What follows belongs to an exercise in optimizing a design on an open flow for small area, a short achievable clock period and few clock cycles; a production flow would make more cautious choices. Power and IR drop assume default switching activity.

## job 101
==> flow/design.v <==
module s88_scanner (
    input  wire        clk,
    input  wire        rst,           
    input  wire        cmd_valid,
    input  wire        cmd_enable,
    input  wire [7:0]  cmd_mc,
    output wire        cmd_ready,
    output reg         req_valid,
    output reg         req_start,
    output reg  [5:0]  req_want,
    input  wire        bat_valid,
    input  wire [31:0] bat_value,
    input  wire [5:0]  bat_n,
    output reg         ev_valid,
    output reg  [7:0]  ev_addr,
    output wire [1:0]  ev_state,
    input  wire        ev_ready
);
    reg [31:0] w0, w1, w2, w3;
    reg [1:0]  ph;
    reg [2:0]  hw_w;                
    reg [4:0]  hw_b;
    reg        enabled;
    reg [3:0]  mcm;                 
    reg [1:0]  pq;                  
    reg        vld;                 
    reg        fast;
    reg        f1;                  
    reg [31:0] v;
    reg [5:0]  take;                
    reg [4:0]  sh;                  
    reg [4:0]  k;                   
    reg        kfin;                
    reg        ev_st;               
    reg        e1_v;                
    reg [7:0]  e1_addr;
    reg        e1_st;
    integer j;
    assign ev_state  = {ev_st, ~ev_st};
    assign cmd_ready = !vld;
    wire [1:0] lastw = mcm[3:2];
    wire       want_full = (pq != lastw) || (mcm[1:0] == 2'd3);
    wire [5:0] want = req_want;
    wire can = !e1_v;               
    wire [31:0] m = v ^ w0;
    reg  [31:0] pre;                
    always @* begin
        pre[0] = 1'b0;
        for (j = 1; j < 32; j = j + 1)
            pre[j] = pre[j-1] | m[j-1];
    end
    wire [31:0] lo    = m & ~pre;
    wire        any   = |m;
    wire        multi = |(m & pre);
    reg  [5:0]  idx1;               
    always @* begin
        idx1 = 6'd0;
        for (j = 0; j < 32; j = j + 1)
            if (lo[j]) idx1 = idx1 | (j + 1);
    end
    wire        f_act  = vld && fast;
    wire        f_emit = f_act && any && can;
    wire        f_done = f_act && f1 && can;
    wire        s_act  = vld && !fast && (sh == 5'd0) && !kfin;
    wire        s_in   = ({1'b0, k} < take);
    wire        s_unk  = (hw_w == {1'b0, ph}) && (k >= hw_b);
    wire        s_chg  = s_in && (s_unk || (v[0] ^ w0[0]));
    wire        s_step = s_act && (!s_chg || can);
    wire        s_emit = s_act && s_chg && can;
    wire        s_nb   = s_in ? v[0] : w0[0];
    wire        s_done = vld && !fast && kfin;
    wire done = f_done || s_done;
    wire emit = f_emit || s_emit;
    wire [5:0] eoff  = fast ? idx1 : ({1'b0, k} + 6'd1);
    wire [7:0] eaddr = {{1'b0, ph} + {2'b00, eoff[5]}, eoff[4:0]};
    wire       est   = fast ? |(lo & v) : v[0];
    wire acc = req_valid && bat_valid;
    wire rot = done || (!vld && (ph != pq));
    wire [5:0] take_w = (bat_n >= want) ? want : bat_n;
    wire       part_w = !bat_n[5];                  
    wire       ce_w   = part_w || (pq == lastw);
    wire       fast_w = !part_w && want_full && (hw_w > {1'b0, pq});
    wire [31:0] dn = bat_value ^ w1;
    reg  [31:0] t_any [0:5];
    reg  [31:0] t_mul [0:5];
    integer l;
    always @* begin
        for (j = 0; j < 32; j = j + 1) begin
            t_any[0][j] = dn[j];
            t_mul[0][j] = 1'b0;
        end
        for (l = 1; l < 6; l = l + 1)
            for (j = 0; j < 32; j = j + 1)
                if (j < (32 >> l)) begin
                    t_any[l][j] = t_any[l-1][2*j] | t_any[l-1][2*j+1];
                    t_mul[l][j] = t_mul[l-1][2*j] | t_mul[l-1][2*j+1]
                                | (t_any[l-1][2*j] & t_any[l-1][2*j+1]);
                end else begin
                    t_any[l][j] = 1'b0;
                    t_mul[l][j] = 1'b0;
                end
    end
    wire dn_le1 = !t_mul[5][0];
    wire       vld_n  = acc || (vld && !done);
    wire       fast_n = acc ? fast_w : fast;
    wire       f1_n   = acc ? (vld && fast_w && dn_le1) : (f1 || (f_act && !multi));
    wire       slot0  = !ev_valid || ev_ready;
    wire       evv_n  = slot0 ? (e1_v || emit) : 1'b1;
    wire       e1v_n  = slot0 ? 1'b0 : (e1_v || emit);
    wire       cmd_t  = cmd_valid && !vld;
    wire       en_cmd = cmd_t && cmd_enable && !enabled && cmd_mc >= 8'd1 && cmd_mc <= 8'd16;
    wire       en_n   = en_cmd || (enabled && !(cmd_t && !cmd_enable));
    wire [1:0] ph_n   = en_cmd ? 2'd0 : (rot ? ph + 2'd1 : ph);
    wire [1:0] pq_n   = en_cmd ? 2'd0 : (acc ? (ce_w ? 2'd0 : pq + 2'd1) : pq);
    wire [3:0] mcm_n  = en_cmd ? cmd_mc[3:0] - 4'd1 : mcm;
    wire       rv_n   = en_n && (vld_n ? (fast_n && f1_n && !e1v_n && (ph_n + 2'd1 == pq_n))
                                       : (ph_n == pq_n));
    wire [31:0] hn = w0 ^ (lo & {32{f_emit}});
    always @(posedge clk) begin
        if (rot) begin
            w0 <= w1; w1 <= w2; w2 <= w3; w3 <= hn;
        end else if (s_step) begin
            w0 <= {s_nb, w0[31:1]};
        end else begin
            w0 <= hn;
        end
    end
    always @(posedge clk) begin
        fast <= fast_n;
        f1   <= f1_n;
        ph   <= ph_n;
        pq   <= pq_n;
        if (acc) begin
            v    <= bat_value;
            take <= take_w;
            sh   <= (part_w && bat_n[4:0] != 5'd0) ? (5'd0 - bat_n[4:0]) : 5'd0;
            k    <= 5'd0;
            kfin <= 1'b0;
        end else if (vld && !fast && sh != 5'd0) begin
            v  <= {v[0], v[31:1]};
            sh <= sh - 5'd1;
        end else if (s_step) begin
            v  <= {v[0], v[31:1]};
            k  <= k + 5'd1;
            if (k == 5'd31)
                kfin <= 1'b1;
        end
        if (slot0) begin
            if (e1_v) begin
                ev_addr <= e1_addr;
                ev_st   <= e1_st;
            end else if (emit) begin
                ev_addr <= eaddr;
                ev_st   <= est;
            end
        end
        if (emit && !slot0) begin
            e1_addr <= eaddr;
            e1_st   <= est;
        end
        if (s_done && hw_w == {1'b0, ph} && take > {1'b0, hw_b}) begin
            if (take[5]) begin
                hw_w <= hw_w + 3'd1;
                hw_b <= 5'd0;
            end else begin
                hw_b <= take[4:0];
            end
        end
        mcm       <= mcm_n;
        req_start <= (pq_n == 2'd0);
        req_want  <= (pq_n != mcm_n[3:2]) ? 6'd32 : {3'd1 + {1'b0, mcm_n[1:0]}, 3'b000};
        if (en_cmd) begin
            hw_w <= 3'd0;
            hw_b <= 5'd0;
        end
    end
    always @(posedge clk) begin
        if (rst) begin
            enabled   <= 1'b0;
            vld       <= 1'b0;
            ev_valid  <= 1'b0;
            e1_v      <= 1'b0;
            req_valid <= 1'b0;
        end else begin
            enabled   <= en_n;
            vld       <= vld_n;
            ev_valid  <= evv_n;
            e1_v      <= e1v_n;
            req_valid <= rv_n;
        end
    end
endmodule
clock: 10.0 ns
lec_check: 0
cap_margin: 20
core_margin: 2
core_utilization: 40
slew_margin: 20
standard.sh (not shown) runs the stock make flow with config.mk's settings and CLKGATE_MAP_FILE= SYNTH_SCRIPT=/design/flow/synth_recipe.tcl, a recipe that flattens the netlist after the stock synthesis.
==> flow/flow/run.sh <==
#!/bin/bash
bash standard.sh SETUP_SLACK_MARGIN=6.5 "BUFFER_PORTS_ARGS=-buffer_cell sky130_fd_sc_hd__buf_2"  finish > standard.log 2>&1
For job 102, these inputs were changed with respect to job 101:
diff --git a/flow/design.v b/flow/design.v
--- a/flow/design.v
+++ b/flow/design.v
@@ -28,5 +28,5 @@
     reg        f1;                  
     reg [31:0] v;
-    reg [5:0]  take;                
+    reg [5:0]  nv;                  
     reg [4:0]  sh;                  
     reg [4:0]  k;                   
@@ -50,5 +50,12 @@
             pre[j] = pre[j-1] | m[j-1];
     end
+    reg  [31:0] pre2;               
+    always @* begin
+        pre2[0] = 1'b0;
+        for (j = 1; j < 32; j = j + 1)
+            pre2[j] = pre2[j-1] | (pre[j-1] & m[j-1]);
+    end
     wire [31:0] lo    = m & ~pre;
+    wire        many  = |(m & pre2);
     wire        any   = |m;
     wire        multi = |(m & pre);
@@ -63,6 +70,6 @@
     wire        f_done = f_act && f1 && can;
     wire        s_act  = vld && !fast && (sh == 5'd0) && !kfin;
-    wire        s_in   = ({1'b0, k} < take);
-    wire        s_unk  = (hw_w == {1'b0, ph}) && (k >= hw_b);
+    wire        s_in   = ({1'b0, k} < nv) && ((ph != lastw) || (k[4:3] <= mcm[1:0]));
+    wire        s_unk  = (hw_w == {1'b0, ph}) && (k == hw_b);
     wire        s_chg  = s_in && (s_unk || (v[0] ^ w0[0]));
     wire        s_step = s_act && (!s_chg || can);
@@ -77,5 +84,4 @@
     wire acc = req_valid && bat_valid;
     wire rot = done || (!vld && (ph != pq));
-    wire [5:0] take_w = (bat_n >= want) ? want : bat_n;
     wire       part_w = !bat_n[5];                  
     wire       ce_w   = part_w || (pq == lastw);
@@ -104,5 +110,5 @@
     wire       vld_n  = acc || (vld && !done);
     wire       fast_n = acc ? fast_w : fast;
-    wire       f1_n   = acc ? (vld && fast_w && dn_le1) : (f1 || (f_act && !multi));
+    wire       f1_n   = acc ? (vld && fast_w && dn_le1) : (f1 || (f_act && (can ? !many : !multi)));
     wire       slot0  = !ev_valid || ev_ready;
     wire       evv_n  = slot0 ? (e1_v || emit) : 1'b1;
@@ -133,5 +139,5 @@
         if (acc) begin
             v    <= bat_value;
-            take <= take_w;
+            nv   <= bat_n[5] ? 6'd32 : bat_n;
             sh   <= (part_w && bat_n[4:0] != 5'd0) ? (5'd0 - bat_n[4:0]) : 5'd0;
             k    <= 5'd0;
@@ -159,12 +165,6 @@
             e1_st   <= est;
         end
-        if (s_done && hw_w == {1'b0, ph} && take > {1'b0, hw_b}) begin
-            if (take[5]) begin
-                hw_w <= hw_w + 3'd1;
-                hw_b <= 5'd0;
-            end else begin
-                hw_b <= take[4:0];
-            end
-        end
+        if (s_step && s_in && s_unk)
+            {hw_w, hw_b} <= {hw_w, hw_b} + 8'd1;
         mcm       <= mcm_n;
         req_start <= (pq_n == 2'd0);
[summary]
Max multiplexer fraction of the synthesized cell area across job 102 and job 101: job 102
Any difference in final period utilization between job 102 and job 101 is small enough to ignore.
Switching portion of total power (lower): job 102
Relative to job 101, clock network area share has increased by 0.51 points in job 102.
Compared with job 101, job 102 shows a higher area growth from synthesis to final layout.
No functional check of the RTL was part of any run of this note.

port drivers added, routing unchanged:
No port has a modelled driver above. Below, the same layouts with a new extraction and two added sets of constraints. Step 1 assumes that a clkbuf_16 drives the clock port and a buf_2 every other input. Step 2 times the ports against the registers' clock, not the clock port: input delays grow and output delays shrink by t, the midpoint of the rising clock arrivals with the driver on. Slacks: ideal ports / drivers / drivers and shift; pairs: ideal ports / drivers.
run | t (ns) | slack for setup (ns) | cell pins on the clock port's net
job 101 | 0.569 | 6.407 / 6.428 / 5.859 | 1
job 102 | 0.564 | 6.406 / 6.423 / 5.859 | 1
After both steps setup and hold are still met in every run listed. The setup slack of job 101, which loses most, moves by +0.021 ns with the drivers and by -0.548 ns with both steps.
